From an optimization exercise on the open Yosys and OpenROAD flow, aimed at small area and few clock cycles; shortcuts taken in it are not production practice.
Only simulation tests tie the RTL to the original design; equivalence was not proved.
Power is estimated from default activity; no workload was simulated.

// nf5_stream
module nf5_stream (
    input  wire        clk,
    input  wire        rst,
    input  wire        cfg_we,
    input  wire [15:0] cfg_port,
    input  wire        frm_valid,
    output wire        frm_ready,
    input  wire [1:0]  frm_entry,
    input  wire [15:0] frm_len,
    input  wire        in_valid,
    output wire        in_ready,
    input  wire [7:0]  in_data,
    output wire        rec_valid,
    output wire [31:0] rec_src_addr,
    output wire [31:0] rec_dst_addr,
    output wire [31:0] rec_next_hop,
    output wire [15:0] rec_input_if,
    output wire [15:0] rec_output_if,
    output wire [31:0] rec_packets,
    output wire [31:0] rec_octets,
    output wire [31:0] rec_first_ms,
    output wire [31:0] rec_last_ms,
    output wire [15:0] rec_src_port,
    output wire [15:0] rec_dst_port,
    output wire [7:0]  rec_tcp_flags,
    output wire [7:0]  rec_protocol,
    output wire [7:0]  rec_tos,
    output wire [15:0] rec_src_as,
    output wire [15:0] rec_dst_as,
    output wire [7:0]  rec_src_mask,
    output wire [7:0]  rec_dst_mask,
    output wire        done,
    output reg  [3:0]  status,
    output reg  [2:0]  err_stage,
    output wire [31:0] err_a,
    output wire [31:0] err_b,
    output wire [31:0] err_c,
    output wire [15:0] hdr_count,
    output wire [31:0] hdr_sys_uptime_ms,
    output wire [31:0] hdr_unix_secs,
    output wire [31:0] hdr_unix_nsecs,
    output wire [31:0] hdr_flow_seq,
    output wire [7:0]  hdr_engine_type,
    output wire [7:0]  hdr_engine_id,
    output wire [15:0] hdr_sampling_interval,
    output wire [63:0] boot_time_ns
);
Settings: LEC_CHECK=0, CAP_MARGIN=20, CORE_MARGIN=2, CORE_UTILIZATION=40, PLACE_DENSITY=0.6, SLEW_MARGIN=20; clock period 11.0 ns.
run.sh (not shown) runs the stock make flow with config.mk's settings and CLKGATE_MAP_FILE= SYNTH_SCRIPT=/design/flow/synth_recipe.tcl, a recipe that flattens the netlist after the stock synthesis.
Testbench counts at the start, summed over its fixed seeds: cycles 148,380.
==> next run, changes <==
==> flow/flow/run.sh (new file) <==
#!/bin/bash
set -euo pipefail
export BUFFER_PORTS_ARGS="-buffer_cell sky130_fd_sc_hd__buf_1"
export CTS_ARGS="-sink_clustering_enable -repair_clock_nets -dont_use_dummy_load"
bash standard.sh > standard.log 2>&1
==> flow/standard.sh (new file) <==
#!/bin/bash
# synth_recipe.tcl (not shown) runs the flow's synth.tcl, then flattens the netlist and writes it again
# the make line also repeats each setting of config.mk as NAME=value (left out here)
make -C /OpenROAD-flow-scripts/flow DESIGN_CONFIG=/design/flow/config.mk WORK_HOME=/design/flow/orfs CLKGATE_MAP_FILE= SYNTH_SCRIPT=/design/flow/synth_recipe.tcl "${@:-finish}"
removed: flow/run.sh
Result: The changed run finished clean. Wire length goes down by 3.1%. Global-route usage goes down by 0.95 points. Core utilization goes down by 6.8 points. Combinational power goes down by 10%. Clock skew goes up by 0.055 ns. Via count goes down by 0.79%. Sequential cell count is unchanged. Non-clock buffer count goes up by 1.


== the previous run ==
Another version of the RTL of nf5_stream (not shown whole).
Size in the first run: ~1700 cells after synthesis, ~650 flip-flops, about 750 I/O pins, ~25000 um^2 of cells after synthesis.
clock: 11.0 ns
lec_check: 0
cap_margin: 5
core_margin: 2
core_utilization: 50
place_density: 0.7
slew_margin: 5
standard.sh (not shown) runs the stock make flow with config.mk's settings and CLKGATE_MAP_FILE= SYNTH_SCRIPT=/design/flow/synth_recipe.tcl, a recipe that flattens the netlist after the stock synthesis.
==> flow/flow/run.sh <==
#!/bin/bash
set -euo pipefail
W=$(pwd)
export BUFFER_PORTS_ARGS="-buffer_cell sky130_fd_sc_hd__buf_1"
export SKIP_REPAIR_TIE_FANOUT=1
export REMOVE_ABC_BUFFERS=1
export SYNTH_OPERATIONS_ARGS="-extra-map $W/flow/lcu_ripple.v"
export CTS_ARGS="-sink_clustering_enable -repair_clock_nets -dont_use_dummy_load -buf_list sky130_fd_sc_hd__clkbuf_4 -sink_clustering_size 9 -sink_clustering_max_diameter 35"
{
  head -n 1 synth_recipe.tcl
  cat <<EOT
proc abc {args} {
  set i [lsearch \$args -script]
  if {\$i >= 0} { set args [lreplace \$args [expr {\$i + 1}] [expr {\$i + 1}] $W/flow/abc_area.script] }
  yosys abc {*}\$args
}
EOT
  tail -n +2 synth_recipe.tcl
} > area_synth.tcl
sed "s#SYNTH_SCRIPT=[^ ]*#SYNTH_SCRIPT=$W/area_synth.tcl ADDER_MAP_FILE=#" standard.sh > area_standard.sh
grep -q "SYNTH_SCRIPT=$W/area_synth.tcl ADDER_MAP_FILE= " area_standard.sh
bash area_standard.sh > standard.log 2>&1
==> flow/flow/abc_area.script <==
strash
dc2
dch -f
amap
strash
dc2
dch -f
amap
strash
dc2
dch -f
amap
==> flow/flow/lcu_ripple.v <==
// Ripple-carry implementation of yosys's $lcu (carry look-ahead unit), for an
// area-oriented synthesis: CO[i] = G[i] | (P[i] & CO[i-1]), CO[-1] = CI.
(* techmap_celltype = "$lcu" *)
module _lcu_ripple (P, G, CI, CO);
    parameter WIDTH = 2;
    (* force_downto *)
    input [WIDTH-1:0] P, G;
    input CI;
    (* force_downto *)
    output [WIDTH-1:0] CO;
    wire [WIDTH:0] c;
    assign c[0] = CI;
    genvar i;
    generate
        for (i = 0; i < WIDTH; i = i + 1) begin : stage
            assign c[i+1] = G[i] | (P[i] & c[i]);
        end
    endgenerate
    assign CO = c[WIDTH:1];
endmodule
The previous run was carried through to the last stage, and its layout satisfied the timing, design-rule and antenna checks.
Testbench counts of the previous run, summed over its fixed seeds: cycles 148,380.
The inputs of the current run differ from those of the previous run as listed below.
diff --git a/flow/flow/run.sh b/flow/flow/run.sh
--- a/flow/flow/run.sh
+++ b/flow/flow/run.sh
@@ -5,4 +5,2 @@
 export SKIP_REPAIR_TIE_FANOUT=1
-export REMOVE_ABC_BUFFERS=1
-export SYNTH_OPERATIONS_ARGS="-extra-map $W/flow/lcu_ripple.v"
 export CTS_ARGS="-sink_clustering_enable -repair_clock_nets -dont_use_dummy_load -buf_list sky130_fd_sc_hd__clkbuf_4 -sink_clustering_size 9 -sink_clustering_max_diameter 35"
removed: flow/flow/lcu_ripple.v
### Flow results
- The current run: PASS, flow complete, no timing, DRC or antenna violations
- The worst slack on hold paths in the current run sits 0.026 ns below the value recorded for the previous run.
- Compared with the previous run, the current run shows a via count of the first global-routing pass that is 3.9% higher.
- Wire length of the first global-routing pass went up by a few percent going from the previous run to the current run.
- [the current run] minimum setup slack in the final design rose 0.54 ns relative to the previous run
- The run showing the greater net switching power of the design is the previous run.
- Net count of the finished layout ended up 29 higher on the current run than on the previous run.
- In the metrics for the previous run and the current run, the one carrying the lower share of the clock period used by the worst path after layout is the current run.

## static timing again, ports no longer ideal
The flow's constraints put no driver on any port. The routed layouts listed below were extracted and timed again, unchanged, in two steps. Step 1 sets driving cells, clkbuf_16 on the clock port and buf_2 on the other inputs (assumed; they add their load-dependent delay and slew). Step 2 adds t to the input delays and takes it off the output delays; t is the mean of the earliest and latest rising clock arrival at the registers after step 1. Input paths then give back, and output paths get back, about the clock's delay inside the block. Slacks: no drivers / after step 1 / after step 2; pairs: no drivers / after step 1.
run	t (ns)	setup WS [ns]	clock arrival spread, ns
the first run of note 1	0.684	4.771 / 4.771 / 4.472	0.022 / 0.022
the second run of note 1	0.662	4.788 / 4.788 / 4.788	0.082 / 0.082
the previous run	0.897	1.867 / 1.867 / 1.867	0.116 / 0.116
the current run	0.891	2.411 / 2.411 / 2.411	0.129 / 0.129
After both steps every run listed still meets setup and hold. For the first run of note 1, which loses most, drivers alone change the setup slack by 0.000 ns; drivers and shift together by -0.299 ns.
